Background: an optimization exercise with open tools, aiming at small area, a short achievable clock period and few clock cycles. Do not read the settings as production practice.
RTL that was checked went through simulation tests only; none was proved equivalent to the original.
Power figures rest on the tool's default switching activity, not on a simulated workload.

==> flow/design.v (excerpt) <==
module piu (
    input  wire        clk,
    input  wire        rst,
    input  wire        req_valid,
    input  wire        req_write,
    input  wire [2:0]  req_addr,
    input  wire [31:0] req_wdata,
    output wire        req_ready,
    output reg         rsp_valid,
    output reg  [31:0] rsp_data,
    output wire        mem_en,
    output wire [10:0] mem_addr,
    input  wire [63:0] mem_rdata
);
    localparam A_PLEN = 3'd0, A_DLEN = 3'd1, A_WIDTH = 3'd2, A_IDX = 3'd3,
               A_RESULT = 3'd4, A_STATUS = 3'd5, A_CTRL = 3'd6, A_CMD = 3'd7;
    localparam S_IDLE = 0,    
               S_DIV  = 1,    
               S_PRD  = 2,    
               S_SMUL = 3,    
               S_SACC = 4,    
               S_SRD  = 5,    
               S_HRD  = 6,    
               S_HSC  = 7,    
               S_HPRD = 8,    
               S_DATA = 9,    
               S_DAT2 = 10,   
  ...
Size in the first run: about 220 flip-flops, roughly 150 I/O pins, ~0.025 sq mm of cells after synthesis.
export LEC_CHECK = 0
export ABC_AREA = 1
export CAP_MARGIN = 20
export CORE_MARGIN = 2
export CORE_UTILIZATION = 40
export GPL_TIMING_DRIVEN = 1
export SETUP_SLACK_MARGIN = 5
export SLEW_MARGIN = 20
export TNS_END_PERCENT = 100
create_clock -name core_clock -period 10.0 [get_ports {clk}]
standard.sh (not shown) runs the stock make flow with config.mk's settings and CLKGATE_MAP_FILE= SYNTH_SCRIPT=/design/flow/synth_recipe.tcl, a recipe that flattens the netlist after the stock synthesis.
==> flow/flow/run.sh <==
#!/bin/bash
# The standard layout (standard.sh, unchanged steps and settings), with
# the port buffers made from sky130_fd_sc_hd__buf_2 instead of the delay
# cells buffer_ports picks by default. Every port still gets its buffer.
set -euo pipefail
sed -E 's/^(make .*) "\$\{@:-finish\}"$/\1 "BUFFER_PORTS_ARGS=-buffer_cell sky130_fd_sc_hd__buf_2" "${@:-finish}"/' standard.sh > standard_ports.sh
grep -q 'BUFFER_PORTS_ARGS' standard_ports.sh
bash standard_ports.sh > standard.log 2>&1
Change:
--- a/flow/design.v
+++ b/flow/design.v
@@ -79,44 +79,18 @@
     reg [3:0]  dcnt;        
     reg [1:0]  chunk;       
     reg [10:0] ma;          
     reg [5:0]  sh;          
     reg [2:0]  top;         
     reg [6:0]  rsel;        
     reg        use_ma;      
     reg        rdp;
-    assign req_ready = rdy | (rdp & req_valid & ~req_write);
-    reg  [31:0] cg, ce;
-    reg  [15:0] cg1, ce1;
-    reg  [7:0]  cg2, ce2;
-    reg  [3:0]  cg3, ce3;
-    reg  [1:0]  cg4, ce4;
-    integer c;
-    always @(*) begin
-        cg = result & ~plen;
-        ce = ~(result ^ plen);
-        for (c = 0; c < 16; c = c + 1) begin
-            cg1[c] = cg[2*c+1] | (ce[2*c+1] & cg[2*c]);
-            ce1[c] = ce[2*c+1] & ce[2*c];
-        end
-        for (c = 0; c < 8; c = c + 1) begin
-            cg2[c] = cg1[2*c+1] | (ce1[2*c+1] & cg1[2*c]);
-            ce2[c] = ce1[2*c+1] & ce1[2*c];
-        end
-        for (c = 0; c < 4; c = c + 1) begin
-            cg3[c] = cg2[2*c+1] | (ce2[2*c+1] & cg2[2*c]);
-            ce3[c] = ce2[2*c+1] & ce2[2*c];
-        end
-        for (c = 0; c < 2; c = c + 1) begin
-            cg4[c] = cg3[2*c+1] | (ce3[2*c+1] & cg3[2*c]);
-            ce4[c] = ce3[2*c+1] & ce3[2*c];
-        end
-    end
-    wire        chk_ge = cg4[1] | (ce4[1] & (cg4[0] | ce4[0]));
+    assign req_ready = rdy | (rdp & ~req_write);
+    wire        chk_ge = (result >= plen);
     wire [6:0]  st_fin = chk_ge ? 7'h05 : {st[6:4], 4'd0};
     wire [31:0] hmv_x;
     wire [6:0]  st_v  = (s[S_FIN] & chk) ? st_fin : st;
     wire [31:0] res_v = (s[S_FIN] & hm) ? hmv_x : result;
     always @(*) begin
         rsp_data = ({32{rsel[A_PLEN]}}   & plen) |
                    ({32{rsel[A_DLEN]}}   & {20'd0, dlen}) |
                    ({32{rsel[A_WIDTH]}}  & {26'd0, width}) |
First-iteration DRC count is lower by a few percent; final cell count is lower slightly; count of clock-buffer cells in the layout does not change; design area is lower slightly; clock skew is about the same; total power is higher by a few percent; sequential power hardly moves; non-clock buffer count is lower by 10; flip-flop and latch count is unchanged.
Testbench counts after the change, summed over its fixed seeds: cycles 14,160.
No functional check of the RTL was part of the first run of this note.

-- separate check: timing with driven ports --
No port has a modelled driver above. Below, the same layouts with a new extraction and two added sets of constraints. Step 1: set_driving_cell puts a clkbuf_16 on clk and a buf_2 on each other input, an assumption about the parent block. Step 2 times the ports against the registers' clock, not the clock port: input delays grow and output delays shrink by t, the midpoint of the rising clock arrivals with the driver on. a / b / c = ideal / step 1 / step 2; a / b = the first two.
| run | t, ns | slack for setup (ns) | latest minus earliest clock arrival (ns) | cell pins on the clock port's net |
|---|---|---|---|---|
| the first run | 0.617 | 5.031 / 4.976 / 4.532 | 0.015 / 0.015 | 1 |
| the second run | 0.629 | 5.089 / 5.024 / 4.602 | 0.017 / 0.017 | 1 |
After both steps every run listed still meets setup and hold. For the first run, which loses most, drivers alone change the setup slack by -0.055 ns; drivers and shift together by -0.499 ns.
